This is an optimization exercise on Yosys and OpenROAD, whose aim is small area, a short achievable clock period and few clock cycles per item, not a production implementation.
In this exercise RTL edits were held to simulation tests only and were not proved equivalent to the original.
Power figures rest on the tool's default switching activity, not on a simulated workload.

**flow/design.v**
```verilog
module mars_core (
    input  wire        clk,
    input  wire        rst,
    input  wire        cmd_valid,
    output wire        cmd_ready,
    input  wire [2:0]  cmd_op,
    input  wire [15:0] cmd_a,
    input  wire [31:0] cmd_data,
    output reg         rsp_valid,
    output reg  [3:0]  rsp_code,
    output reg  [31:0] rsp_data,
    output reg  [1:0]  rsp_h,
    output reg  [7:0]  rsp_id,
    output reg  [5:0]  rsp_addr
);
    localparam OP_CREATE = 3'd0, OP_LOAD = 3'd1, OP_TICK = 3'd2, OP_REMOVE = 3'd3,
               OP_READ_CELL = 3'd4, OP_READ_WARRIOR = 3'd5, OP_READ_STATUS = 3'd6,
               OP_READ_CONFIG = 3'd7;
    localparam C_NONE = 4'd0, C_DAT = 4'd1, C_INV_TYPE = 4'd2, C_INV_MODE_A = 4'd3,
               C_IMM_ADDR_A = 4'd4, C_INV_MODE_B = 4'd5, C_IMM_ADDR_B = 4'd6,
               C_ENDED = 4'd7, C_OUT_OF_RANGE = 4'd8, C_TABLE_FULL = 4'd9,
               C_NOT_IN_QUEUE = 4'd10;
    localparam T_DAT = 4'd0, T_MOV = 4'd1, T_ADD = 4'd2, T_SUB = 4'd3, T_JMP = 4'd4,
               T_JMZ = 4'd5, T_DJZ = 4'd6, T_CMP = 4'd7;
    localparam S_IDLE = 3'd0, S_LOADW = 3'd1, S_T0 = 3'd2, S_TVA = 3'd3, S_TVB = 3'd4,
               S_RC = 3'd5;
    reg        q_v;
    reg [2:0]  q_op;
    reg [15:0] q_a;
    reg [31:0] q_data;
    wire       q_take;
    assign cmd_ready = q_take;
    reg [63:0] cv;            
    reg [3:0]  blocks;
    reg [15:0] elapsed;
    reg [15:0] duration;
    reg [2:0]  alive;
    reg [3:0]  live;
    reg [7:0]  wid   [0:3];
    reg [5:0]  wpc   [0:3];
    reg [1:0]  wnext [0:3];
    reg [1:0]  entry;
    reg        entry_v;
    reg [2:0]  state;
    reg [5:0]  l_addr;        
    reg [7:0]  l_left;        
    reg        l_ok;          
    reg [3:0]  l_code;
    reg [1:0]  l_h;
    reg [31:0] ir;
    reg        ir_v;
    reg [5:0]  tp;            
    reg [5:0]  ra, rb;        
    reg [5:0]  rv;            
    reg [5:0]  vaddr;         
    reg [1:0]  nh_r;          
    reg [5:0]  npc_r;         
    reg        nself;         
    reg [5:0]  tp1;           
    reg [5:0]  spf;           
    reg [5:0]  ea_b_r;
    reg [31:0] aval_r;
    reg        p_we;
    reg        p_sum;         
    reg [5:0]  p_addr;
    reg [31:0] p_val, p_op;
    reg        p_cin;
    reg  [5:0]  pf_addr;
    wire        we;
    wire [5:0]  waddr;
    wire [31:0] wdata;
    wire [2047:0] cells;
    function [63:0] onehot;
        input [5:0] a;
        integer k;
        begin
            for (k = 0; k < 64; k = k + 1) onehot[k] = (a == k);
        end
    endfunction
    wire [63:0] w_sel  = onehot(waddr) & {64{we}};
    genvar g;
    generate for (g = 0; g < 64; g = g + 1) begin : mem
        reg [31:0] q;
        always @(posedge clk) if (w_sel[g]) q <= wdata;
        assign cells[32*g +: 32] = q;
    end endgenerate
    wire [31:0] pf_c = cells[32*pf_addr +: 32];
    wire [31:0] v_c  = cells[32*vaddr +: 32];
    wire [5:0]  ha_c = cells[32*ra +: 6];
    wire [5:0]  hb_c = cells[32*rb +: 6];
    wire [31:0] pf_m = cv[pf_addr] ? pf_c : 32'd0;
    wire [31:0] v_m  = cv[vaddr] ? v_c : 32'd0;
    wire [5:0]  ha_m = cv[ra] ? ha_c : 6'd0;
    wire [5:0]  hb_m = cv[rb] ? hb_c : 6'd0;
    wire        p_byp = p_we && !p_sum;
    wire [31:0] pf_q  = (p_byp && p_addr == pf_addr) ? p_val : pf_m;
    wire [31:0] v_q   = (p_byp && p_addr == vaddr) ? p_val : v_m;
    wire [5:0]  ha_q  = (p_byp && p_addr == ra) ? p_val[5:0] : ha_m;
    wire [5:0]  hb_q  = (p_byp && p_addr == rb) ? p_val[5:0] : hb_m;
    wire        p_blk = p_we && p_sum;
    function [31:0] add32;
        input [31:0] a, b;
        input        cin;
        reg   [31:0] g, p, gg, pp;
        integer i, l;
        begin
            g  = a & b;
            p  = a ^ b;
            gg = g;
            pp = p;
            gg[0] = g[0] | (p[0] & cin);
            for (l = 1; l < 32; l = l * 2)
                for (i = 31; i >= l; i = i - 1) begin
                    gg[i] = gg[i] | (pp[i] & gg[i-l]);
                    pp[i] = pp[i] & pp[i-l];
                end
            add32 = p ^ {gg[30:0], cin};
        end
    endfunction
    wire [1:0]  h     = entry;
    wire [5:0]  t     = tp;
    wire [1:0]  nh    = nh_r;
    wire [3:0]  ty    = ir[31:28];
    wire [1:0]  am    = ir[27:26];
    wire [1:0]  bm    = ir[25:24];
    wire [11:0] af    = ir[23:12];
    wire [11:0] bf    = ir[11:0];
    wire [31:0] a_imm = {{20{af[11]}}, af};
    wire [31:0] b_imm = {{20{bf[11]}}, bf};
    wire a_is_val  = (ty == T_MOV) || (ty == T_ADD) || (ty == T_SUB) || (ty == T_CMP);
    wire a_is_addr = (ty == T_JMP) || (ty == T_JMZ) || (ty == T_DJZ);
    wire b_is_val  = (ty == T_JMZ) || (ty == T_CMP);
    wire b_is_addr = (ty == T_MOV) || (ty == T_ADD) || (ty == T_SUB) || (ty == T_DJZ);
    wire b_rmw     = (ty == T_ADD) || (ty == T_SUB) || (ty == T_DJZ);
    reg [3:0] dec_code;
    always @(*) begin
        if (ty[3])                                      dec_code = C_INV_TYPE;
        else if ((a_is_val || a_is_addr) && am == 2'd3) dec_code = C_INV_MODE_A;
        else if (a_is_addr && am == 2'd0)               dec_code = C_IMM_ADDR_A;
        else if ((b_is_val || b_is_addr) && bm == 2'd3) dec_code = C_INV_MODE_B;
        else if (b_is_addr && bm == 2'd0)               dec_code = C_IMM_ADDR_B;
        else if (ty == T_DAT)                           dec_code = C_DAT;
        else                                            dec_code = C_NONE;
    end
    wire need_a = a_is_val && (am != 2'd0);
    wire need_b = (b_is_val && (bm != 2'd0)) || b_rmw;
    wire fast   = !(need_a && need_b) && !(need_a && am == 2'd2) && !(need_b && bm == 2'd2);
    wire [5:0] ea_b = (bm == 2'd2) ? t + hb_q : rb;
    wire fire   = q_v && (state == S_IDLE);
    wire ended  = !entry_v || (elapsed == duration);
    wire go_now = fire && (q_op == OP_TICK) && !ended && ir_v;
    wire start  = go_now || (state == S_T0 && ir_v);    
    wire in_tva = (state == S_TVA);
    wire in_tvb = (state == S_TVB);
    wire hz     = p_blk && (((need_a || need_b) && p_addr == vaddr) ||
                            (am == 2'd2 && p_addr == ra) || (bm == 2'd2 && p_addr == rb));
    wire run    = start && dec_code == C_NONE && !hz;
    wire exec   = (run && fast) || (in_tva && !need_b) || in_tvb;
    wire next_idle =
        (state == S_IDLE && (!q_v || (q_op != OP_LOAD && q_op != OP_READ_CELL &&
            (q_op != OP_TICK || ended || (ir_v && (dec_code != C_NONE || (!hz && fast))))))) ||
        (state == S_T0 && ir_v && (dec_code != C_NONE || (!hz && fast))) ||
        (state == S_TVA && !need_b) || state == S_TVB || state == S_RC;
    wire rc_go = q_take && cmd_valid && (cmd_op == OP_READ_CELL) && next_idle;
    reg  rc_ready;
    wire [12:0] ld_base      = {1'b0, q_a[15:8], 4'b0} + {5'b0, q_a[7:0]};
    wire        ld_range_bad = (q_a[15:8] >= 8'd4) || (ld_base >= 13'd64);
    reg [1:0] free_h;
    always @(*) begin
        if      (!live[0]) free_h = 2'd0;
        else if (!live[1]) free_h = 2'd1;
        else if (!live[2]) free_h = 2'd2;
        else               free_h = 2'd3;
    end
    wire [1:0] rm_h    = q_a[1:0];
    wire       rm_ok   = (q_a[15:2] == 14'd0) && live[rm_h];
    reg  [1:0] rm_pred;
    always @(*) begin
        rm_pred = rm_h;
        if (live[0] && wnext[0] == rm_h) rm_pred = 2'd0;
        if (live[1] && wnext[1] == rm_h) rm_pred = 2'd1;
        if (live[2] && wnext[2] == rm_h) rm_pred = 2'd2;
        if (live[3] && wnext[3] == rm_h) rm_pred = 2'd3;
    end
    wire [1:0] rw_h  = q_a[1:0];
    wire       rw_ok = (q_a[15:2] == 14'd0) && live[rw_h];
    wire [31:0] aval  = (am == 2'd0) ? a_imm : (in_tvb ? aval_r : v_q);
    wire [31:0] bval  = (bm == 2'd0 && !b_rmw) ? b_imm : v_q;
    wire [31:0] add_op = (ty == T_DJZ) ? 32'hFFFFFFFF : (ty == T_SUB) ? ~aval : aval;
    wire [5:0]  ea_a  = (am == 2'd2) ? t + ha_q : ra;
    wire        b_hit_ra = (bm == 2'd2) ? (hb_q == af[5:0]) : (rb == ra);
    wire [5:0]  ea_a_djz = (am == 2'd2 && b_hit_ra) ? t : ea_a;
    wire [5:0]  t1    = tp1;
    reg        x_we;
    reg [5:0]  x_pc;
    always @(*) begin
        x_we = 1'b0;
        x_pc = t1;
        case (ty)
        T_MOV: x_we = 1'b1;
        T_ADD: x_we = 1'b1;
        T_SUB: x_we = 1'b1;
        T_JMP: x_pc = ea_a;
        T_JMZ: if (bval == 32'd0) x_pc = ea_a;
        T_DJZ: begin x_we = 1'b1; if (v_q == 32'd1) x_pc = ea_a_djz; end
        default: if (aval == bval) x_pc = t + 6'd2;    
        endcase
    end
    wire        in_load = (state == S_LOADW);
    wire        ld_we   = in_load && q_v && l_ok;
    wire [31:0] p_data  = p_sum ? add32(p_val, p_op, p_cin) : p_val;
    assign we    = ld_we || p_we;
    assign waddr = in_load ? l_addr : p_addr;
    assign wdata = in_load ? q_data : p_data;
    wire        x_wr    = exec && x_we;      
    wire [5:0] spf_off = spf - t;
    wire       eq_t1   = (t1 == spf);
    wire       eq_t2   = (spf_off == 6'd2);
    wire       eq_t    = (spf_off == 6'd0);
    wire       eq_ea   = (am == 2'd2) ? (ha_q == spf_off) : (ra == spf);
    reg        x_pc_eq;
    always @(*) begin
        case (ty)
        T_JMP:   x_pc_eq = eq_ea;
        T_JMZ:   x_pc_eq = (bval == 32'd0) ? eq_ea : eq_t1;
        T_DJZ:   x_pc_eq = (v_q == 32'd1) ? ((am == 2'd2 && b_hit_ra) ? eq_t : eq_ea) : eq_t1;
        T_CMP:   x_pc_eq = (aval == bval) ? eq_t2 : eq_t1;
        default: x_pc_eq = eq_t1;
        endcase
    end
    wire       x_pf_ok = !nself || x_pc_eq;
    wire [5:0] x_pf    = nself ? spf : npc_r;
    wire refresh = in_load || !ir_v;
    always @(*) begin
        if (refresh) pf_addr = wpc[entry];
        else         pf_addr = x_pf;
    end
    wire        pf_ld  = in_load && l_ok && (l_addr == pf_addr);
    wire        pf_mov = !refresh && ty == T_MOV && bm == 2'd1 && (rb == pf_addr);
    wire [31:0] pf_fwd = pf_ld ? q_data : pf_mov ? aval : pf_q;
    wire [5:0]  pf_off = pf_addr - t;
    wire        pf_bhit = (bm == 2'd2) ? (hb_q == pf_off) : (rb == pf_addr);
    wire        pf_bad = (x_wr && !pf_mov && pf_bhit) ||
                         (p_blk && p_addr == pf_addr);
    wire [3:0]  pf_ty  = pf_fwd[31:28];
    wire        pf_need_a = (pf_ty == T_MOV || pf_ty == T_ADD || pf_ty == T_SUB || pf_ty == T_CMP) &&
                            (pf_fwd[27:26] != 2'd0);
    wire [5:0]  pf_ra  = pf_addr + pf_fwd[17:12];
    wire [5:0]  pf_rb  = pf_addr + pf_fwd[5:0];
    wire [5:0]  pf_rv  = pf_need_a ? pf_ra : pf_rb;
    wire [5:0]  pf_a1  = pf_addr + 6'd1;
    wire ir_take = exec || (start && dec_code == C_DAT) || refresh;
    assign q_take = !q_v || (state == S_IDLE) || (state == S_LOADW);
    always @(posedge clk) begin
        if (rst)         q_v <= 1'b0;
        else if (q_take) q_v <= cmd_valid;
        if (q_take) begin
            q_op   <= cmd_op;
            q_a    <= cmd_a;
            q_data <= cmd_data;
        end
    end
    always @(posedge clk) begin
        rsp_valid <= 1'b0;
        if (rst) begin
            state    <= S_IDLE;
            cv       <= 64'd0;
            blocks   <= 4'd0;
            elapsed  <= 16'd0;
            duration <= 16'd0;
            alive    <= 3'd0;
            live     <= 4'd0;
            entry    <= 2'd0;
            entry_v  <= 1'b0;
            ir_v     <= 1'b0;
            p_we     <= 1'b0;
            rc_ready <= 1'b0;
        end else begin
            if (we) cv[waddr] <= 1'b1;
            p_we   <= x_wr;
            p_addr <= ea_b;
            p_sum  <= (ty != T_MOV);
            p_val  <= (ty == T_MOV) ? aval : v_q;
            p_op   <= add_op;
            p_cin  <= (ty == T_SUB);
            if (ir_take) begin
                ir   <= pf_fwd;
                ir_v <= !((exec && !x_pf_ok) || pf_bad);
                tp   <= pf_addr;
                ra   <= pf_ra;
                rb   <= pf_rb;
                rv   <= pf_rv;
                tp1  <= pf_a1;
                spf  <= (pf_ty == T_DAT) ? pf_addr :
                        (pf_ty == T_JMP) ? ((pf_fwd[27:26] == 2'd1) ? pf_ra : pf_addr) : pf_a1;
            end
            vaddr <= ir_take ? pf_rv : rv;
            if (refresh) begin
                nh_r  <= wnext[entry];
                npc_r <= wpc[wnext[entry]];
                nself <= (wnext[entry] == entry);
            end else if (exec || (start && dec_code == C_DAT)) begin
                nh_r  <= wnext[nh_r];
                npc_r <= (exec && wnext[nh_r] == h) ? x_pc : wpc[wnext[nh_r]];
                nself <= (wnext[nh_r] == nh_r);
            end
            case (state)
            S_IDLE: if (q_v) begin
                rsp_code <= C_NONE;
                rsp_data <= 32'd0;
                case (q_op)
                OP_CREATE: begin
                    cv       <= 64'd0;
                    blocks   <= 4'd0;
                    elapsed  <= 16'd0;
                    duration <= q_a;
                    alive    <= 3'd0;
                    live     <= 4'd0;
                    entry_v  <= 1'b0;
                    ir_v     <= 1'b0;
                    rsp_valid <= 1'b1;
                end
                OP_LOAD: begin
                    l_addr <= ld_base[5:0];
                    l_left <= q_data[15:8];
                    l_h    <= free_h;
                    l_ok   <= 1'b0;
                    if (ld_range_bad)        l_code <= C_OUT_OF_RANGE;
                    else if (alive == 3'd4)  l_code <= C_TABLE_FULL;
                    else begin
                        l_code         <= C_NONE;
                        l_ok           <= 1'b1;
                        blocks[q_a[9:8]] <= 1'b1;
                        live[free_h]   <= 1'b1;
                        wid[free_h]    <= q_data[7:0];
                        wpc[free_h]    <= ld_base[5:0];
                        alive          <= alive + 3'd1;
                        entry          <= free_h;
                        entry_v        <= 1'b1;
                        if (entry_v) begin
                            wnext[free_h] <= wnext[entry];
                            wnext[entry]  <= free_h;
                        end else begin
                            wnext[free_h] <= free_h;
                        end
                        ir_v <= 1'b0;
                    end
                    if (q_data[15:8] == 8'd0) begin
                        rsp_valid <= 1'b1;
                        rsp_h     <= free_h;
                        if (ld_range_bad)        rsp_code <= C_OUT_OF_RANGE;
                        else if (alive == 3'd4)  rsp_code <= C_TABLE_FULL;
                    end else begin
                        state <= S_LOADW;
                    end
                end
                OP_TICK: begin
                    if (ended) begin
                        rsp_code  <= C_ENDED;
                        rsp_valid <= 1'b1;
                    end else if (!ir_v) begin
                        state <= S_T0;
                    end
                end
                OP_REMOVE: begin
                    if (rm_ok) begin
                        live[rm_h] <= 1'b0;
                        alive      <= alive - 3'd1;
                        if (wnext[rm_h] == rm_h) begin
                            entry_v <= 1'b0;
                        end else begin
                            wnext[rm_pred] <= wnext[rm_h];
                            if (entry == rm_h) entry <= wnext[rm_h];
                            if (wnext[entry] == rm_h) begin
                                nh_r  <= wnext[rm_h];
                                npc_r <= wpc[wnext[rm_h]];
                                nself <= (wnext[rm_h] == entry);
                            end
                        end
                        if (entry == rm_h) ir_v <= 1'b0;
                    end else begin
                        rsp_code <= C_NOT_IN_QUEUE;
                    end
                    rsp_valid <= 1'b1;
                end
                OP_READ_CELL: begin
                    if (rc_ready && !(p_blk && p_addr == vaddr)) begin
                        rsp_data  <= v_q;
                        rsp_valid <= 1'b1;
                    end else begin
                        vaddr <= q_a[5:0];
                        state <= S_RC;
                    end
                end
                OP_READ_WARRIOR: begin
                    if (rw_ok)
                        rsp_data <= {15'd0, 1'b1, wnext[rw_h], wpc[rw_h], wid[rw_h]};
                    rsp_valid <= 1'b1;
                end
                OP_READ_STATUS: begin
                    rsp_data  <= {elapsed, 4'd0, blocks, 1'b0, alive, 1'b0, entry_v, entry};
                    rsp_valid <= 1'b1;
                end
                OP_READ_CONFIG: begin
                    rsp_data  <= {duration, 8'd16, 8'd64};
                    rsp_valid <= 1'b1;
                end
                default: ;
                endcase
            end
            S_LOADW: if (q_v) begin
                l_addr <= l_addr + 6'd1;
                l_left <= l_left - 8'd1;
                if (l_left == 8'd1) begin
                    rsp_code  <= l_code;
                    rsp_h     <= l_h;
                    rsp_valid <= 1'b1;
                    state     <= S_IDLE;
                end
            end
            S_RC: begin
                rsp_data  <= v_q;
                rsp_valid <= 1'b1;
                state     <= S_IDLE;
            end
            S_TVA: begin
                aval_r <= v_q;
                if (need_b) begin
                    vaddr <= ea_b_r;
                    state <= S_TVB;
                end else begin
                    state <= S_IDLE;
                end
            end
            S_TVB: state <= S_IDLE;
            S_T0:  if (ir_v) state <= S_IDLE;    
            default: state <= S_IDLE;
            endcase
            if (start) begin
                if (dec_code == C_NONE && hz) begin
                    state <= S_T0;
                end else if (dec_code != C_NONE) begin
                    if (dec_code == C_DAT) begin
                        elapsed <= elapsed + 16'd1;
                        entry   <= nh;
                    end
                    rsp_code  <= dec_code;
                    rsp_data  <= ir;
                    rsp_h     <= h;
                    rsp_id    <= wid[h];
                    rsp_addr  <= t;
                    rsp_valid <= 1'b1;
                end else if (!fast) begin
                    ea_b_r <= ea_b;
                    aval_r <= v_q;
                    if (need_a && am == 2'd2) begin
                        vaddr <= t + ha_q;
                        state <= S_TVA;
                    end else begin
                        vaddr <= ea_b;
                        state <= S_TVB;
                    end
                end
            end
            rc_ready <= rc_go;
            if (rc_go) vaddr <= cmd_a[5:0];
            if (exec) begin
                wpc[h]    <= x_pc;
                elapsed   <= elapsed + 16'd1;
                entry     <= nh;
                rsp_code  <= C_NONE;
                rsp_valid <= 1'b1;
            end
        end
    end
endmodule
```
**flow/run.sh**
```bash
#!/bin/bash
# synth_recipe.tcl (not shown) runs the flow's synth.tcl, then flattens the netlist and writes it again
# the make line also repeats each setting of config.mk as NAME=value (left out here)
make -C /OpenROAD-flow-scripts/flow DESIGN_CONFIG=/design/flow/config.mk WORK_HOME=/design/flow/orfs CLKGATE_MAP_FILE= SYNTH_SCRIPT=/design/flow/synth_recipe.tcl finish
```
**flow/config.mk**
```make
export PLATFORM = sky130hd
export DESIGN_NAME = mars_core
export DESIGN_NICKNAME = mars_core
export VERILOG_FILES = /design/flow/design.v
export SDC_FILE = /design/flow/constraint.sdc
export NUM_CORES = 4
export LEC_CHECK = 0
export CAP_MARGIN = 20
export CELL_PAD_IN_SITES_DETAIL_PLACEMENT = 1
export CELL_PAD_IN_SITES_GLOBAL_PLACEMENT = 1
export CORE_MARGIN = 2
export CORE_UTILIZATION = 50
export CTS_CLUSTER_DIAMETER = 100
export CTS_CLUSTER_SIZE = 18
export SETUP_SLACK_MARGIN = 5
export SLEW_MARGIN = 20
export TNS_END_PERCENT = 0
```
**flow/constraint.sdc**
```tcl
create_clock -name core_clock -period 10.0 [get_ports {clk}]
set_input_delay 2.0000 -clock core_clock [delete_from_list [all_inputs] [get_ports {clk}]]
set_output_delay 2.0000 -clock core_clock [all_outputs]
set_load 0.01 [all_outputs]
```
==> qor.log, run 1 <==
qor: layout.num-nets-final 9707
qor: setup_path.regToRegEndpoint wpc[1][2]$_DFFE_PP_
qor: setup_path.path_buf_inv 8
qor: synthesis.number_of_flops_mapped_to_enable_cells_by_yosys 2427
qor: layout.post_route_cells_drive_above_1_share 0.260
qor: min_path.hp-class reg2reg
qor: synthesis.synth.yosys.warnings 1
qor: detailed_routing.finalWirelength 655000 um
qor: synthesis.post_synth_instance_area 136000 um2
qor: place.hpwl 407000 um
qor: power.p_leak 50.8 nW
qor: global_routing.initial_antenna_violation_count 60
qor: sta.worst_slew_pin_slew 1.35 ns
qor: cts.clock_latency 0.96 ns
qor: setup_path.required 10.65 ns
qor: place.preCtsSetupSlack 1.83 ns
qor: synthesis.post-synth-top-count-cell sky130_fd_sc_hd__edfxtp_1
qor: sta.fin_skew 0.0870 ns
qor: synthesis.ys_seq_elements 2549
qor: sta.clock.fmax 0.164 GHz
qor: synthesis.synth_nets 9507
qor: detailed_routing.first_pass_iters 6
qor: setup_path.max_stage_delay 0.63 ns
qor: detailed_routing.antenna_violating_nets_post_route 0
qor: setup_path.worstPathCellList buf_4, clkbuf_8, inv_4, buf_6, buf_8, mux4_2, a32o_1, a211oi_2, buf_4, a2bb2oi_2, buf_4, a2111o_1, o2111ai_1, or4_4, nor4_4, buf_6, a221o_1, nor2_1, o22ai_1
qor: floorplanning.die-width 526 um
qor: min_path.timing.hold.worst_endpoint duration[4]$_SDFFE_PP0P_
qor: global_routing.number_of_global_route_vias_before_repair 100000
qor: place.place.gp.congestion 0.967
qor: synthesis.netlist.area_leader.share 0.536
qor: sta.layout_min_cycle_time 6.11 ns
qor: global_routing.use_met3 0.155
qor: cts.cts-htree-levels 4
qor: cts.clock_tree.root_cell sky130_fd_sc_hd__clkbuf_16
qor: synthesis.ys_top_cells_by_count sky130_fd_sc_hd__edfxtp_1 (2427), sky130_fd_sc_hd__mux4_2 (1152), sky130_fd_sc_hd__nand2_1 (1009)
qor: synthesis.post_synth_num_cell_types 105
qor: detailed_routing.drt_iter0_drc 17000
qor: sta.rsz0062_at_grt yes
qor: floorplanning.core 271000 um2
qor: setup_path.critPathMostFrequentCell sky130_fd_sc_hd__buf_4
qor: global_routing.globalRouteOverflowTotal 0
qor: min_path.min-delay-start duration[4]$_SDFFE_PP0P_
qor: sta.hold_viol 0
qor: layout.syn2layout_area_growth 12.7%
qor: place.numPortBuffers 107
qor: synthesis.post-synth-top-area-cell sky130_fd_sc_hd__edfxtp_1
qor: synthesis.synthTopCellsByArea sky130_fd_sc_hd__edfxtp_1 (54%), sky130_fd_sc_hd__mux4_2 (19%), sky130_fd_sc_hd__nand2_1 (2.8%), sky130_fd_sc_hd__mux2i_1 (2.6%), sky130_fd_sc_hd__dfxtp_1 (1.8%)
qor: synthesis.post_synth_inst_count 9369
qor: global_routing.global_route.usage.total 0.463
qor: min_path.hold_path_cell_cnt 2
qor: sta.drv_slew 0
qor: global_routing.first_pass_grt_wire_length 875000 um
qor: synthesis.ys_async_sr_fraction 0
qor: floorplanning.die_height 526 um
qor: sta.slew-limit-headroom 0.101
qor: detailed_routing.drc 0
qor: setup_path.worst-endpoint-arrival 6.76 ns
qor: power.peakVddDrop 0.190 mV
qor: detailed_routing.avgViaCountPerCell 7.83
qor: cts.cts_sinks 2549
qor: setup_path.r2r_start vaddr[5]$_DFFE_PN_
qor: setup_path.worstSetupPathType reg2reg
qor: setup_path.cpLargestDelayFamily buffers and inverters
qor: setup_path.worst-r2r-setup-slack 3.89 ns
qor: cts.path_clk_slew 0.09 ns
qor: global_routing.grt_max_degree 99
qor: global_routing.grtUsageMet1 0.576
qor: setup_path.reg2reg_depth 19
qor: sta.period_share 0.611
qor: floorplanning.std_cell_rows 191
qor: floorplanning.io_pins 108
qor: global_routing.groute.layer.met2.usage 0.681
qor: floorplanning.die-area 276000 um2
qor: synthesis.synth.avg_cell_area 14.5 um2
qor: synthesis.postSynth.topFlopCell sky130_fd_sc_hd__edfxtp_1
qor: cts.cts.path.max_buffers 4
qor: sta.tns 0 ns
qor: synthesis.synth.yosys.seq_area_share 0.554
qor: cts.cts_tree yes
qor: layout.layout.core_utilization 0.566
qor: global_routing.grt.busiest_layer met2
qor: job.drv.max_cap_violation_count 0
qor: detailed_routing.avgRoutedWirePerCell 49.6 um
qor: run_status.status no timing/DRC/antenna violations
qor: setup_path.cp-end-kind register
qor: cts.numCtsBuffers 171
qor: setup_path.crit_path_max_fanout 32
qor: sta.slack_of_the_critical_path 3.89 ns
qor: power.power_density_over_cell_area 206 nW/um2
qor: detailed_routing.vias 104000
qor: sta.setup_viol 0
qor: setup_path.setup.worst_path.start_class register
qor: floorplanning.floorplan.initialDensity 0.502
qor: setup_path.cpMaxStageDelayCell sky130_fd_sc_hd__or4_4
==> worst max path at each step <==
stage,start,endpoint,cells after the start
floorplan,state[1]$_SDFF_PP0_,vaddr[5]$_DFFE_PN_,27
global placement,state[1]$_SDFF_PP0_,vaddr[5]$_DFFE_PN_,23
detailed placement,state[1]$_SDFF_PP0_,vaddr[5]$_DFFE_PN_,22
CTS,vaddr[0]$_DFFE_PN_,wpc[2][5]$_DFFE_PP_,18
global route,state[0]$_SDFF_PP0_,vaddr[5]$_DFFE_PN_,30
finish,vaddr[5]$_DFFE_PN_,wpc[1][2]$_DFFE_PP_,19
==> worst min-delay path, cell delays in order, from the launching register on <==
cell and delay, ns:
sky130_fd_sc_hd__dfxtp_1 0.34, sky130_fd_sc_hd__nand2_1 0.06, sky130_fd_sc_hd__a21oi_1 0.05
==> per-stage QoR <==
step | cell area [um2] | total power [W] | hold WS (ns) | std cells
after detailed placement | 143000 | 0.0231 | 0.472 | 12700
final | 153000 | 0.0315 | 0.493 | 13200
after global placement | 143000 | 0.0229 | 0.455 | 12700
after global routing | 153000 | 0.0319 | 0.515 | 13200
after floorplan | 136000 | 0.0190 | 0.424 | 9369
after CTS | 151000 | 0.0307 | 0.493 | 13100
==> flip-flops by register name, indices dropped and copies added, names as in the netlist, 8 cells and up, named ones only <==
name / count
wpc: 24
l_left: 8
p_val: 32
ir: 32
wid: 32
p_op: 32
mem.q: 2048
cv: 64
aval_r: 32
rsp_data: 32
rsp_id: 8
q_data: 32
wnext: 8
duration: 16
elapsed: 16
q_a: 16
==> cell families after synthesis <==
group                      count (synthesis)  synth area share
xor gates and xnor gates                 202            0.0130
adders and majority gates                 86           0.00843
AOI/OAI and AO/OA                       1693            0.0860
and+or+nand+nor                         2395            0.0802
DFF                                     2549             0.554
buffers and inverters                    838            0.0292
muxes                                   1606             0.229
==> per-layer routing <==
layer / routed length (um) / part of all wire
met1: 219000 / 0.33
met4: 58200 / 0.089
met5: 483 / 0.00074
met2: 285000 / 0.43
met3: 92300 / 0.14
==> cells in the final DEF (no fill, tap or decap), types with 175 or more instances in the layout <==
cell,instances
sky130_fd_sc_hd__o21ai_0,175
sky130_fd_sc_hd__buf_4,458
sky130_fd_sc_hd__nand2_1,983
sky130_fd_sc_hd__mux2i_1,349
sky130_fd_sc_hd__clkbuf_16,195
sky130_fd_sc_hd__nand3_1,242
sky130_fd_sc_hd__a21oi_1,391
sky130_fd_sc_hd__mux4_2,1153
sky130_fd_sc_hd__a22oi_1,229
sky130_fd_sc_hd__and3_1,177
sky130_fd_sc_hd__edfxtp_1,2427
sky130_fd_sc_hd__nor2_1,442
==> report_power, final <==
part / total [W] / internal (W) / switching, W
registers: 0.0136 / 0.0133 / 0.000246
logic: 0.0108 / 0.00345 / 0.00734
clock network: 0.00716 / 0.00325 / 0.00390
total: 0.0315 / 0.0200 / 0.0115
==> layout make-up <==
type	instances	area [um2]
Antenna cell	40	100
Clock buffer	186	4400
Clock inverter	32	380
Fill cell	25000	118000
Inverter	106	475
Multi-Input combinational cell	5987	59300
Sequential cell	2549	75300
Tap cell	3570	4470
Timing Repair Buffer	754	8800
==> timing repair <==
item                       in CTS  in global routing
gates cloned                   43                 23
gates resized for setup       379                150
hold buffers                    0                  0
pin swaps                      39                 45
setup buffers                 101                 69
setup endpoints to repair    1699               1689
Testbench counts, summed over its fixed seeds: cycles 7,283, ticks 5,572.
==> inputs of run 2 (changes only) <==
--- a/flow/config.mk
+++ b/flow/config.mk
@@ -9,7 +9,7 @@
 export CELL_PAD_IN_SITES_DETAIL_PLACEMENT = 1
 export CELL_PAD_IN_SITES_GLOBAL_PLACEMENT = 1
 export CORE_MARGIN = 2
-export CORE_UTILIZATION = 50
+export CORE_UTILIZATION = 45
 export CTS_CLUSTER_DIAMETER = 100
 export CTS_CLUSTER_SIZE = 18
 export SETUP_SLACK_MARGIN = 5
==> run 2 against run 1 <==
Setup slack worse by 0.083 ns. Highest routed layer unchanged. Synthesized cell count did not move. Final cell count up 3.3%. Count of clock-buffer cells in the layout increased by 7. Critical path type unchanged. Critical path depth decreased by 1. Largest cell class unchanged. Critical endpoint is now wpc[2][5]$_DFFE_PP_.
==> qor.log, run 2 <==
qor: floorplanning.die-width 554 um
qor: cts.cts.path.max_buffers 4
qor: sta.layout_min_cycle_time 6.19 ns
qor: cts.cts_tree yes
qor: synthesis.synth.yosys.seq_area_share 0.554
qor: run_status.status no timing/DRC/antenna violations
qor: cts.clock_latency 0.95 ns
qor: power.peakVddDrop 0.171 mV
qor: synthesis.post_synth_num_cell_types 105
qor: power.power.clock.fraction 0.225
qor: floorplanning.floorplan.initialDensity 0.453
qor: power.net-switching-power 0.0116 W
qor: layout.layout_common_cells sky130_fd_sc_hd__edfxtp_1 (2427), sky130_fd_sc_hd__mux4_2 (1152), sky130_fd_sc_hd__nand2_1 (986)
qor: synthesis.ys_async_sr_fraction 0
qor: cts.numCtsBuffers 170
qor: synthesis.synth.yosys.warnings 1
qor: power.seq_power_share 0.426
qor: synthesis.post-synth-top-count-cell sky130_fd_sc_hd__edfxtp_1
qor: synthesis.post_synth_instance_area 136000 um2
qor: synthesis.ys_seq_elements 2549
qor: setup_path.max_stage_delay 0.56 ns
qor: global_routing.global_route.usage.total 0.434
qor: synthesis.post-synth-top-area-cell sky130_fd_sc_hd__edfxtp_1
qor: detailed_routing.drt_iter0_drc 17500
qor: detailed_routing.antenna_violating_nets_post_route 0
qor: sta.setup_viol 0
qor: cts.cts-htree-levels 4
qor: global_routing.first_pass_grt_wire_length 906000 um
qor: synthesis.synth.avg_cell_area 14.5 um2
qor: sta.clock.fmax 0.162 GHz
qor: power.power_switching_share 0.366
qor: power.p_leak 51.4 nW
qor: layout.layout.core_utilization 0.516
qor: cts.cts-hold-fix-buffers 0
qor: detailed_routing.avgViaCountPerCell 7.63
qor: setup_path.worstPathCellList buf_12, buf_12, buf_16, inv_1, mux2_2, nand2_1, o2111ai_1, o22a_1, a211oi_2, nand4_1, buf_4, o41ai_4, buf_4, nand2_2, a32o_2, a221oi_2, nor2b_1, o41a_1
qor: sta.hold_viol 0
qor: setup_path.endpoint wpc[2][5]$_DFFE_PP_
qor: floorplanning.die-area 307000 um2
qor: detailed_routing.avgRoutedWirePerCell 49.9 um
qor: setup_path.timing.critical_path.depth 18
qor: layout.post_route_cells_drive_above_1_share 0.270
qor: setup_path.setup.worst_path.start_class register
qor: layout.largest_register_ff_count 2048
qor: min_path.hp-class reg2reg
qor: synthesis.number_of_flops_mapped_to_enable_cells_by_yosys 2427
qor: global_routing.number_of_global_route_vias_before_repair 102000
qor: sta.period_share 0.619
qor: synthesis.postSynth.topFlopCell sky130_fd_sc_hd__edfxtp_1
qor: layout.mostFrequentLayoutCell sky130_fd_sc_hd__edfxtp_1
qor: layout.regMostFlops mem.q
qor: global_routing.initial_antenna_violation_count 46
qor: floorplanning.core 300000 um2
qor: setup_path.r2r_start vaddr[0]$_DFFE_PN_
qor: global_routing.use_met3 0.134
qor: place.numPortBuffers 107
qor: synthesis.netlist.area_leader.share 0.536
qor: global_routing.groute.layer.met2.usage 0.633
qor: setup_path.worst-r2r-setup-slack 3.81 ns
qor: setup_path.regToRegEndpoint wpc[2][5]$_DFFE_PP_
qor: sta.rsz0062_at_grt yes
qor: synthesis.post_synth_inst_count 9369
qor: sta.drv_slew 0
qor: job.drv.max_cap_violation_count 0
qor: setup_path.reg2reg_depth 18
qor: layout.num-nets-final 9764
qor: sta.worst_slew_pin_slew 1.35 ns
qor: setup_path.cpMaxStageDelayCell sky130_fd_sc_hd__o22a_1
qor: layout.syn2layout_area_growth 14.0%
qor: global_routing.grtUsageMet1 0.548
qor: sta.hold_slack 0.477 ns
qor: sta.slew-limit-headroom 0.0979
qor: sta.fin_skew 0.0995 ns
qor: global_routing.grt.busiest_layer met2
qor: floorplanning.io_pins 108
qor: cts.cts_sinks 2549
qor: sta.tns 0 ns
qor: global_routing.globalRouteOverflowTotal 0
qor: floorplanning.std_cell_rows 201
qor: setup_path.cp-end-kind register
qor: detailed_routing.vias 104000
qor: power.power_density_over_cell_area 205 nW/um2
qor: synthesis.synthTopCellsByArea sky130_fd_sc_hd__edfxtp_1 (54%), sky130_fd_sc_hd__mux4_2 (19%), sky130_fd_sc_hd__nand2_1 (2.8%), sky130_fd_sc_hd__mux2i_1 (2.6%), sky130_fd_sc_hd__dfxtp_1 (1.8%)
qor: setup_path.crit_path_start vaddr[0]$_DFFE_PN_
qor: layout.largestRegisters mem.q x2048, cv x64
qor: place.place.gp.congestion 0.983
qor: synthesis.synth_nets 9507
qor: global_routing.grt_max_degree 84
qor: detailed_routing.drc 0
qor: floorplanning.die_height 554 um
qor: setup_path.path_buf_inv 6
qor: place.hpwl 422000 um
qor: power.power.combinational.fraction 0.349
qor: synthesis.ys_top_cells_by_count sky130_fd_sc_hd__edfxtp_1 (2427), sky130_fd_sc_hd__mux4_2 (1152), sky130_fd_sc_hd__nand2_1 (1009)
qor: power.power_report.internal_total 0.0202 W
qor: cts.path_clk_slew 0.09 ns
qor: setup_path.cpLargestDelayFamily compound AO/OA/AOI/OAI gates
qor: setup_path.worst-endpoint-arrival 6.76 ns
qor: cts.clock_tree.root_cell sky130_fd_sc_hd__clkbuf_16
qor: setup_path.worstSetupPathType reg2reg
qor: setup_path.required 10.57 ns
qor: detailed_routing.finalWirelength 681000 um
qor: setup_path.crit_path_max_fanout 12
qor: detailed_routing.first_pass_iters 9
-- run 2: cell counts after synthesis --
No cell type changed its count.
-- run 2: how the worst min path moves through the flow --
stage,startpoint,end,slack [ns],depth (start not counted)
2_1_floorplan,tp[5]$_DFFE_PP_,rsp_addr[5]$_DFFE_PP_,0.42,0
3_3_place_gp,blocks[2]$_SDFFE_PP0P_,blocks[2]$_SDFFE_PP0P_,0.46,2
3_5_place_dp,blocks[2]$_SDFFE_PP0P_,blocks[2]$_SDFFE_PP0P_,0.46,2
4_1_cts,blocks[2]$_SDFFE_PP0P_,blocks[2]$_SDFFE_PP0P_,0.48,2
5_1_grt,duration[3]$_SDFFE_PP0P_,duration[3]$_SDFFE_PP0P_,0.53,2
6_report,blocks[2]$_SDFFE_PP0P_,blocks[2]$_SDFFE_PP0P_,0.48,2
-- run 2: metrics by stage --
step / cells / total power [W] / setup WS (ns) / area (um2)
2_1_floorplan: 9369 / 0.0190 / 3.95 / 136000
3_3_place_gp: 13100 / 0.0231 / 0.296 / 143000
3_5_place_dp: 13100 / 0.0232 / 1.71 / 143000
4_1_cts: 13500 / 0.0311 / 3.98 / 153000
5_1_grt: 13600 / 0.0323 / 3.86 / 155000
6_report: 13700 / 0.0318 / 3.81 / 155000
-- run 2: power by group through the flow --
stage	Clock, W	Sequential [W]	Combinational (W)
finish	0.00715	0.0136	0.0111
detailed placement	0	0.0138	0.00942
CTS	0.00716	0.0135	0.0104
global route	0.00747	0.0136	0.0113
global placement	0	0.0138	0.00927
floorplan	0	0.0138	0.00521
-- run 2: area by class of cell --
type	instances	area (um2)
tap	3958	4950
inverter	106	495
multi-input combinational	5986	59700
antenna	25	62.6
fill	28600	145000
timing repair inverter	3	28.8
sequential	2549	75300
clock buffer	193	4410
timing repair buffer	810	9670
clock inverter	26	348
-- run 2: timing repair --
| action | CTS | global route |
|---|---|---|
| buffers inserted | 137 | 84 |
| pin swaps | 42 | 79 |
| resized for setup | 388 | 183 |
| endpoints found under the setup margin | 1559 | 2202 |
| gates cloned | 59 | 17 |
-- run 2: layer usage --
| metal | routed length, um | share of wire |
|---|---|---|
| met5 | 687 | 0.0010 |
| met4 | 62200 | 0.091 |
| met3 | 92700 | 0.14 |
| met2 | 291000 | 0.43 |
| met1 | 235000 | 0.34 |
-- run 2: logic make-up (layout without fill, tap and decap cells) --
| group | Yosys count | after routing | share of synthesized area |
|---|---|---|---|
| AND/OR/NAND/NOR | 2395 | 2399 | 0.0802 |
| adder cells (fa/ha/maj) | 86 | 86 | 0.00843 |
| XOR/XNOR | 202 | 202 | 0.0130 |
| other | 0 | 25 | 0 |
| flip-flops | 2549 | 2549 | 0.554 |
| buffers and inverters | 838 | 1138 | 0.0292 |
| AO/OA/AOI/OAI | 1693 | 1693 | 0.0860 |
| multiplexers | 1606 | 1606 | 0.229 |
-- run 2: worst min-delay path, stage by stage, from the launching register on --
cell and delay (ns):
sky130_fd_sc_hd__dfxtp_1 0.34, sky130_fd_sc_hd__a21oi_1 0.04, sky130_fd_sc_hd__nor2_1 0.07
==> inputs of run 3 (changes only) <==
==> flow/config.mk (replaced) <==
export PLATFORM = sky130hd
export DESIGN_NAME = mars_core
export DESIGN_NICKNAME = mars_core
export VERILOG_FILES = /design/flow/design.v
export SDC_FILE = /design/flow/constraint.sdc
export NUM_CORES = 4
export LEC_CHECK = 0
export CAP_MARGIN = 10
export CELL_PAD_IN_SITES_DETAIL_PLACEMENT = 1
export CELL_PAD_IN_SITES_GLOBAL_PLACEMENT = 1
export CORE_MARGIN = 2
export CORE_UTILIZATION = 50
export CTS_CLUSTER_DIAMETER = 100
export CTS_CLUSTER_SIZE = 18
export SETUP_SLACK_MARGIN = 5
export SLEW_MARGIN = 10
export TNS_END_PERCENT = 0
==> run 3 against run 2 <==
The layout now fails its checks (max-capacitance violations, max-slew violations). Clock skew rose by 0.0020 ns. Highest routed layer unchanged. Largest cell class unchanged. Clock power barely moved. Critical path type unchanged. Combinational power barely moved. Sequential power barely moved. Global-route usage rose by 3.2 points. Final cell count fell by 3.1%.
==> qor.log, run 3 <==
qor: run_status.status failed layout checks
qor: run_status.violatedChecks max-capacitance violations, max-slew violations
qor: power.peakVddDrop 0.186 mV
qor: job.drv.max_cap_violation_count 1
qor: sta.worst_slew_pin_slew 1.50 ns
qor: synthesis.netlist.area_leader.share 0.536
qor: sta.clock.fmax 0.163 GHz
qor: floorplanning.die-width 526 um
qor: sta.layout_min_cycle_time 6.15 ns
qor: synthesis.post-synth-top-area-cell sky130_fd_sc_hd__edfxtp_1
qor: floorplanning.die_height 526 um
qor: sta.fin_skew 0.101 ns
qor: detailed_routing.antenna_violating_nets_post_route 0
qor: sta.period_share 0.615
qor: setup_path.cpMaxStageDelayCell sky130_fd_sc_hd__nand2b_2
qor: cts.cts_tree yes
qor: global_routing.first_pass_grt_wire_length 880000 um
qor: sta.setup_viol 0
qor: synthesis.synth_nets 9507
qor: setup_path.worst-endpoint-arrival 6.77 ns
qor: floorplanning.die-area 276000 um2
qor: place.dpl-instance-area 143000 um2
qor: detailed_routing.finalWirelength 661000 um
qor: sta.tns 0 ns
qor: cts.clock_tree.root_cell sky130_fd_sc_hd__clkbuf_16
qor: cts.cts-htree-levels 4
qor: synthesis.synth.yosys.seq_area_share 0.554
qor: setup_path.required 10.62 ns
qor: cts.cts.path.max_buffers 4
qor: layout.post_route_cells_drive_above_1_share 0.263
qor: detailed_routing.avgRoutedWirePerCell 49.9 um
qor: global_routing.initial_antenna_violation_count 57
qor: floorplanning.io_pins 108
qor: synthesis.ys_seq_elements 2549
qor: layout.largestRegisters mem.q x2048, cv x64
qor: layout.fin_area 154000 um2
qor: synthesis.post_synth_instance_area 136000 um2
qor: setup_path.cp-end-kind register
qor: synthesis.post-synth-top-count-cell sky130_fd_sc_hd__edfxtp_1
qor: place.place.gp.congestion 0.967
qor: floorplanning.std_cell_rows 191
qor: cts.path_clk_slew 0.09 ns
qor: global_routing.grt_max_degree 99
qor: cts.cts_sinks 2549
qor: layout.mostFrequentLayoutCell sky130_fd_sc_hd__edfxtp_1
qor: synthesis.synthTopCellsByArea sky130_fd_sc_hd__edfxtp_1 (54%), sky130_fd_sc_hd__mux4_2 (19%), sky130_fd_sc_hd__nand2_1 (2.8%), sky130_fd_sc_hd__mux2i_1 (2.6%), sky130_fd_sc_hd__dfxtp_1 (1.8%)
qor: sta.drv_slew 2
qor: layout.largest_register_ff_count 2048
qor: detailed_routing.vias 105000
qor: synthesis.ys_top_cells_by_count sky130_fd_sc_hd__edfxtp_1 (2427), sky130_fd_sc_hd__mux4_2 (1152), sky130_fd_sc_hd__nand2_1 (1009)
qor: floorplanning.core 271000 um2
qor: synthesis.ys_async_sr_fraction 0
qor: detailed_routing.avgViaCountPerCell 7.91
qor: power.power_density_over_cell_area 206 nW/um2
qor: setup_path.worstSetupPathType reg2reg
qor: detailed_routing.first_pass_iters 8
qor: layout.syn2layout_area_growth 13.0%
qor: synthesis.synth.avg_cell_area 14.5 um2
qor: synthesis.synth.yosys.warnings 1
qor: setup_path.worstPathCellList buf_12, nand2b_2, nor3_1, nor4_4, buf_4, a21o_2, nand2_1, xnor2_1, o221ai_1, o31a_1, or4_4, nor4_4, buf_6, o21ai_1, a311oi_1, o31ai_1
qor: floorplanning.floorplan.initialDensity 0.502
qor: sta.rsz0062_at_grt yes
qor: synthesis.post_synth_inst_count 9369
qor: place.numPortBuffers 107
qor: setup_path.crit_path_max_fanout 24
qor: synthesis.post_synth_num_cell_types 105
qor: power.p_leak 51.0 nW
qor: sta.hold_viol 0
qor: global_routing.globalRouteOverflowTotal 0
qor: place.hpwl 406000 um
qor: detailed_routing.drc 0
qor: global_routing.global_route.usage.total 0.466
qor: layout.regMostFlops mem.q
qor: setup_path.setup.worst_path.start_class register
qor: synthesis.number_of_flops_mapped_to_enable_cells_by_yosys 2427
qor: setup_path.critPathMostFrequentCell sky130_fd_sc_hd__nor4_4
qor: cts.cts-hold-fix-buffers 0
qor: cts.numCtsBuffers 170
qor: cts.clock_latency 0.97 ns
qor: synthesis.postSynth.topFlopCell sky130_fd_sc_hd__edfxtp_1
qor: layout.num-nets-final 9727
qor: setup_path.max_stage_delay 1.15 ns
qor: detailed_routing.drt_iter0_drc 18200
qor: global_routing.number_of_global_route_vias_before_repair 101000
qor: sta.slew-limit-headroom -0.0000930
qor: min_path.hp-class reg2reg
qor: layout.layout_common_cells sky130_fd_sc_hd__edfxtp_1 (2427), sky130_fd_sc_hd__mux4_2 (1152), sky130_fd_sc_hd__nand2_1 (983)
==> run 3: cell count changes in the layout (fill, tap and decap cells not counted), sizes merged <==
cell      before   now
inv          113   112
nor2         529   530
buf          644   608
nand2       1012  1011
bufinv         4     3
clkinvlp       2     3
clkinv        16    17
bufbuf        44    33
diode         25    33
clkbuf       209   217
==> run 3: logic make-up after synthesis <==
logic type                 Yosys count  synth area share
AOI/OAI and AO/OA                 1693            0.0860
xor gates and xnor gates           202            0.0130
adders and majority gates           86           0.00843
buffers and inverters              838            0.0292
DFF                               2549             0.554
muxes                             1606             0.229
and+or+nand+nor                   2395            0.0802
==> run 3: final cells by class <==
| class | instances | area (um2) |
|---|---|---|
| clock inverters | 27 | 310 |
| diodes | 33 | 82.6 |
| flip-flops and latches | 2549 | 75300 |
| inverters | 106 | 483 |
| repair inverters | 2 | 17.5 |
| clock buffers | 190 | 4420 |
| fillers | 25000 | 117000 |
| repair buffers | 774 | 9090 |
| well taps | 3570 | 4470 |
| multi-input cells | 5986 | 59400 |
==> run 3: worst paths after layout <==
kind         slack [ns]                    from                      to  cells after the start
max                3.85      vaddr[3]$_DFFE_PN_      npc_r[4]$_DFFE_PN_                     16
min                0.49  blocks[3]$_SDFFE_PP0P_  blocks[3]$_SDFFE_PP0P_                      2
max reg2reg        3.85      vaddr[3]$_DFFE_PN_      npc_r[4]$_DFFE_PN_                     16
min reg2reg        0.49  blocks[3]$_SDFFE_PP0P_  blocks[3]$_SDFFE_PP0P_                      2
==> run 3: what timing repair did <==
item	CTS	global route
resized for setup	409	160
endpoints found under the setup margin	1759	1921
pin swaps	41	56
cloned	46	25
setup buffers	122	68
==> run 3: power breakdown <==
group,leakage [nW],internal [W],switching (W)
logic,25.6,0.00350,0.00744
clock network,2.31,0.00324,0.00390
registers,23.1,0.0133,0.000242
==> run 3: metal layers <==
| metal | vias up | wire length, um | track usage |
|---|---|---|---|
| met1 | 54500 | 220000 | 0.580 |
| met3 | 2396 | 96400 | 0.160 |
| met4 | 41 | 58800 | 0.345 |
| li1 | 38500 | - | - |
| met5 | - | 346 | 0 |
| met2 | 9286 | 285000 | 0.676 |
==> run 3: worst max-delay path, delay by kind of cell (launching register included) <==
kind	cells	cell delay [ns]
DFF	1	0.44
xor gates and xnor gates	1	0.26
buffers and inverters	3	0.78
AOI/OAI and AO/OA	6	1.38
and+or+nand+nor	6	2.74
==> run 3: stage by stage <==
step	util	cells	setup WS (ns)	power [W]	hold slack, ns
final	0.568	13200	3.85	0.0316	0.486
after floorplan	-	9369	3.95	0.0190	0.424
after detailed placement	0.527	12700	1.83	0.0231	0.466
after global placement	0.527	12700	1.19	0.0229	0.455
after CTS	0.560	13100	3.99	0.0307	0.483
after global routing	0.567	13200	3.94	0.0320	0.510
==> inputs of run 4 (changes only) <==
==> flow/config.mk (replaced) <==
export PLATFORM = sky130hd
export DESIGN_NAME = mars_core
export DESIGN_NICKNAME = mars_core
export VERILOG_FILES = /design/flow/design.v
export SDC_FILE = /design/flow/constraint.sdc
export NUM_CORES = 4
export LEC_CHECK = 0
export CAP_MARGIN = 20
export CELL_PAD_IN_SITES_DETAIL_PLACEMENT = 1
export CELL_PAD_IN_SITES_GLOBAL_PLACEMENT = 1
export CORE_MARGIN = 2
export CORE_UTILIZATION = 50
export CTS_CLUSTER_DIAMETER = 110
export CTS_CLUSTER_SIZE = 22
export SETUP_SLACK_MARGIN = 5
export SLEW_MARGIN = 20
export TNS_END_PERCENT = 0
==> run 4 against run 3 <==
Worst hold slack improved by 0.0065 ns. First-iteration DRC count barely moved. Cell area fell by 0.33%. Area after synthesis did not move. Clock power fell by 8.5%. Maximum frequency fell by 0.60%. Count of clock-buffer cells in the layout fell by 31. Critical path depth fell by 1. Sequential power barely moved. Now clean on timing, DRC and antenna. Largest cell class unchanged.
==> qor.log, run 4 <==
qor: synthesis.ys_async_sr_fraction 0
qor: global_routing.initial_antenna_violation_count 61
qor: cts.cts_tree yes
qor: place.place.gp.congestion 0.967
qor: synthesis.synth.yosys.seq_area_share 0.554
qor: detailed_routing.antenna_violating_nets_post_route 0
qor: layout.layout.core_utilization 0.566
qor: place.preCtsSetupSlack 1.83 ns
qor: detailed_routing.first_pass_iters 8
qor: setup_path.reg2reg_depth 15
qor: sta.drv_slew 0
qor: power.p_leak 50.7 nW
qor: synthesis.post_synth_fa_ha_maj_area_fraction 0.00843
qor: layout.post_route_cells_drive_above_1_share 0.264
qor: synthesis.post-synth-top-count-cell sky130_fd_sc_hd__edfxtp_1
qor: synthesis.post-synth-top-area-cell sky130_fd_sc_hd__edfxtp_1
qor: setup_path.cpMaxStageDelayCell sky130_fd_sc_hd__o21ai_0
qor: synthesis.ys_top_cells_by_count sky130_fd_sc_hd__edfxtp_1 (2427), sky130_fd_sc_hd__mux4_2 (1152), sky130_fd_sc_hd__nand2_1 (1009)
qor: setup_path.setup.worst_path.start_class register
qor: run_status.status no timing/DRC/antenna violations
qor: cts.path_clk_slew 0.11 ns
qor: layout.reg_area 75300 um2
qor: floorplanning.core 271000 um2
qor: sta.fin_skew 0.0407 ns
qor: synthesis.number_of_flops_mapped_to_enable_cells_by_yosys 2427
qor: floorplanning.die-width 526 um
qor: cts.numCtsBuffers 144
qor: setup_path.endpoint vaddr[5]$_DFFE_PN_
qor: sta.slew-limit-headroom 0.110
qor: global_routing.globalRouteOverflowTotal 0
qor: floorplanning.io_pins 108
qor: synthesis.synth.yosys.warnings 1
qor: setup_path.r2r_start state[0]$_SDFF_PP0_
qor: setup_path.cpLargestDelayFamily compound AO/OA/AOI/OAI gates
qor: detailed_routing.avgViaCountPerCell 7.86
qor: layout.layout_common_cells sky130_fd_sc_hd__edfxtp_1 (2427), sky130_fd_sc_hd__mux4_2 (1153), sky130_fd_sc_hd__nand2_1 (982)
qor: sta.worst_slew_pin_slew 1.33 ns
qor: cts.cts_sinks 2549
qor: setup_path.required 10.75 ns
qor: detailed_routing.finalWirelength 658000 um
qor: detailed_routing.vias 104000
qor: setup_path.worstPathCellList or3b_4, buf_4, nand3_1, nand2_8, inv_4, buf_4, nand2_1, a211oi_1, a211o_1, a221oi_2, o21ai_0, xnor2_1, nand4_1, a21bo_2, a31oi_2
qor: setup_path.path_buf_inv 3
qor: layout.regMostFlops mem.q
qor: detailed_routing.avgRoutedWirePerCell 49.6 um
qor: detailed_routing.drc 0
qor: setup_path.worst-endpoint-arrival 6.93 ns
qor: job.drv.max_cap_violation_count 0
qor: floorplanning.floorplan.initialDensity 0.502
qor: sta.rsz0062_at_grt yes
qor: synthesis.post_synth_instance_area 136000 um2
qor: min_path.hp-class reg2reg
qor: synthesis.synth_nets 9507
qor: global_routing.global_route.usage.total 0.463
qor: floorplanning.std_cell_rows 191
qor: power.peakVddDrop 0.185 mV
qor: power.fin_total_pwr 0.0310 W
qor: synthesis.simple_logic_cell_fraction_of_the_synthesized_area 0.0802
qor: layout.largest_register_ff_count 2048
qor: place.numPortBuffers 107
qor: synthesis.post_synth_num_cell_types 105
qor: layout.post_layout_nonfiller_instances 13300
qor: synthesis.compound_gate_fraction_of_synth_area 0.0860
qor: sta.setup_viol 0
qor: layout.num-nets-final 9729
qor: setup_path.max_stage_delay 0.69 ns
qor: setup_path.worst-r2r-setup-slack 3.82 ns
qor: floorplanning.die_height 526 um
qor: synthesis.post_synth_inst_count 9369
qor: cts.cts.path.max_buffers 4
qor: layout.n_fill_cell 25100
qor: detailed_routing.drt_iter0_drc 18200
qor: sta.period_share 0.618
qor: place.place.detailed.instances 12700
qor: layout.mostFrequentLayoutCell sky130_fd_sc_hd__edfxtp_1
qor: sta.tns 0 ns
qor: cts.clock_tree.root_cell sky130_fd_sc_hd__clkbuf_16
qor: sta.clock.fmax 0.162 GHz
qor: sta.layout_min_cycle_time 6.18 ns
qor: cts.clock_latency 0.90 ns
qor: synthesis.synth-xor-area-share 0.0130
qor: synthesis.synth_top_family_by_area multiplexers
qor: synthesis.muxShareOfSynthArea 0.229
qor: synthesis.ys_seq_elements 2549
qor: sta.slack_of_the_critical_path 3.82 ns
qor: floorplanning.die-area 276000 um2
qor: layout.multiInputGateArea 59400 um2
qor: power.power_density_over_cell_area 202 nW/um2
qor: setup_path.crit_path_max_fanout 19
qor: synthesis.synthTopCellsByArea sky130_fd_sc_hd__edfxtp_1 (54%), sky130_fd_sc_hd__mux4_2 (19%), sky130_fd_sc_hd__nand2_1 (2.8%), sky130_fd_sc_hd__mux2i_1 (2.6%), sky130_fd_sc_hd__dfxtp_1 (1.8%)
qor: global_routing.number_of_global_route_vias_before_repair 99700
qor: setup_path.crit_path_start state[0]$_SDFF_PP0_
qor: cts.cts-htree-levels 4
qor: min_path.hold_path_cell_cnt 2
qor: synthesis.synth.avg_cell_area 14.5 um2
qor: setup_path.timing.critical_path.depth 15
qor: setup_path.cp-end-kind register
qor: layout.syn2layout_area_growth 12.6%
qor: synthesis.netlist.area_leader.share 0.536
qor: setup_path.regToRegEndpoint vaddr[5]$_DFFE_PN_
qor: sta.hold_viol 0
qor: global_routing.grt_max_degree 99
qor: layout.largestRegisters mem.q x2048, cv x64
qor: setup_path.worstSetupPathType reg2reg
qor: global_routing.first_pass_grt_wire_length 873000 um
qor: synthesis.postSynth.topFlopCell sky130_fd_sc_hd__edfxtp_1
qor: setup_path.critPathMostFrequentCell sky130_fd_sc_hd__buf_4
qor: place.hpwl 407000 um
[run 4: cell counts after synthesis]
No cell type changed its count.
[run 4: stage by stage]
stage / hold slack (ns) / area [um2]
final: 0.493 / 153000
after global routing: 0.519 / 153000
after CTS: 0.494 / 150000
after detailed placement: 0.472 / 143000
after global placement: 0.455 / 143000
after floorplan: 0.424 / 136000
[run 4: cell families (layout without fill, tap and decap cells)]
group / count (synthesis) / in the layout
DFF: 2549 / 2549
and+or+nand+nor: 2395 / 2400
AOI/OAI and AO/OA: 1693 / 1693
muxes: 1606 / 1606
buffers and inverters: 838 / 1093
xor gates and xnor gates: 202 / 202
adders and majority gates: 86 / 86
other: 0 / 53
[run 4: layout make-up]
cell class	count	area share
Sequential cell	2549	0.492
Multi-Input combinational cell	5987	0.388
Timing Repair Buffer	802	0.0604
Tap cell	3570	0.0292
Clock buffer	159	0.0242
Inverter	106	0.00323
Clock inverter	25	0.00208
Antenna cell	53	0.000866
Timing Repair inverter	1	0.0000735
[run 4: worst min path at each step]
stage               slack [ns]                  endpoint                     start
global route              0.52    blocks[3]$_SDFFE_PP0P_    blocks[3]$_SDFFE_PP0P_
detailed placement        0.47    blocks[1]$_SDFFE_PP0P_    blocks[1]$_SDFFE_PP0P_
finish                    0.49  duration[9]$_SDFFE_PP0P_  duration[9]$_SDFFE_PP0P_
floorplan                 0.42     rsp_addr[5]$_DFFE_PP_           tp[5]$_DFFE_PP_
global placement          0.45    blocks[2]$_SDFFE_PP0P_    blocks[2]$_SDFFE_PP0P_
CTS                       0.49  duration[9]$_SDFFE_PP0P_  duration[9]$_SDFFE_PP0P_
[run 4: power by group]
group	total, W	switching, W	internal, W
clock	0.00653	0.00376	0.00277
sequential	0.0136	0.000239	0.0133
combinational	0.0109	0.00741	0.00349
total	0.0310	0.0114	0.0196
[run 4: what timing repair did]
item,CTS,global route
pin swaps,41,66
hold buffers,0,0
hold endpoints to repair,0,0
setup endpoints to repair,1832,1991
resized for setup,344,236
gates cloned,40,27
setup buffers,92,126
[run 4: tightest hold or removal path, delay by kind of cell (launching register included)]
family           cells  cell delay [ns]
flip-flops           1             0.34
AND/OR/NAND/NOR      1             0.06
AO/OA/AOI/OAI        1             0.05
[run 4: metal layers]
metal	wire, um	share of wire	vias up	track usage
li1	-	-	38500	-
met1	221000	0.34	54300	0.579
met2	284000	0.43	8946	0.679
met3	93600	0.14	2392	0.154
met4	58700	0.089	34	0.328
met5	345	0.00052	-	0.00277

## separate check: timing with driven ports
How much do the figures lean on ideal ports? The routed layouts below were timed once more, with nothing changed but the port constraints. Step 1 sets driving cells, clkbuf_16 on the clock port and buf_2 on the other inputs (assumed; they add their load-dependent delay and slew). Step 2, shift: input delay + t, output delay - t, t = (earliest + latest rising clock arrival at the registers) / 2. This alone moves slack from input paths to output paths. Three values: no drivers, after step 1, after step 2; two values: the first two.
run | t (ns) | slack for setup (ns) | worst hold slack (ns) | worst slew at a driven data input, ns | cell pins on the clock port's net
run 1 | 1.024 | 3.895 / 3.895 / 3.895 | 0.493 / 0.493 / 0.493 | 0.16 | 1
run 2 | 1.010 | 3.812 / 3.812 / 3.812 | 0.477 / 0.477 / 0.477 | 0.12 | 1
run 3 | 1.027 | 3.853 / 3.853 / 3.853 | 0.486 / 0.486 / 0.486 | 0.16 | 1
run 4 | 0.998 | 3.816 / 3.816 / 3.816 | 0.493 / 0.493 / 0.493 | 0.15 | 1
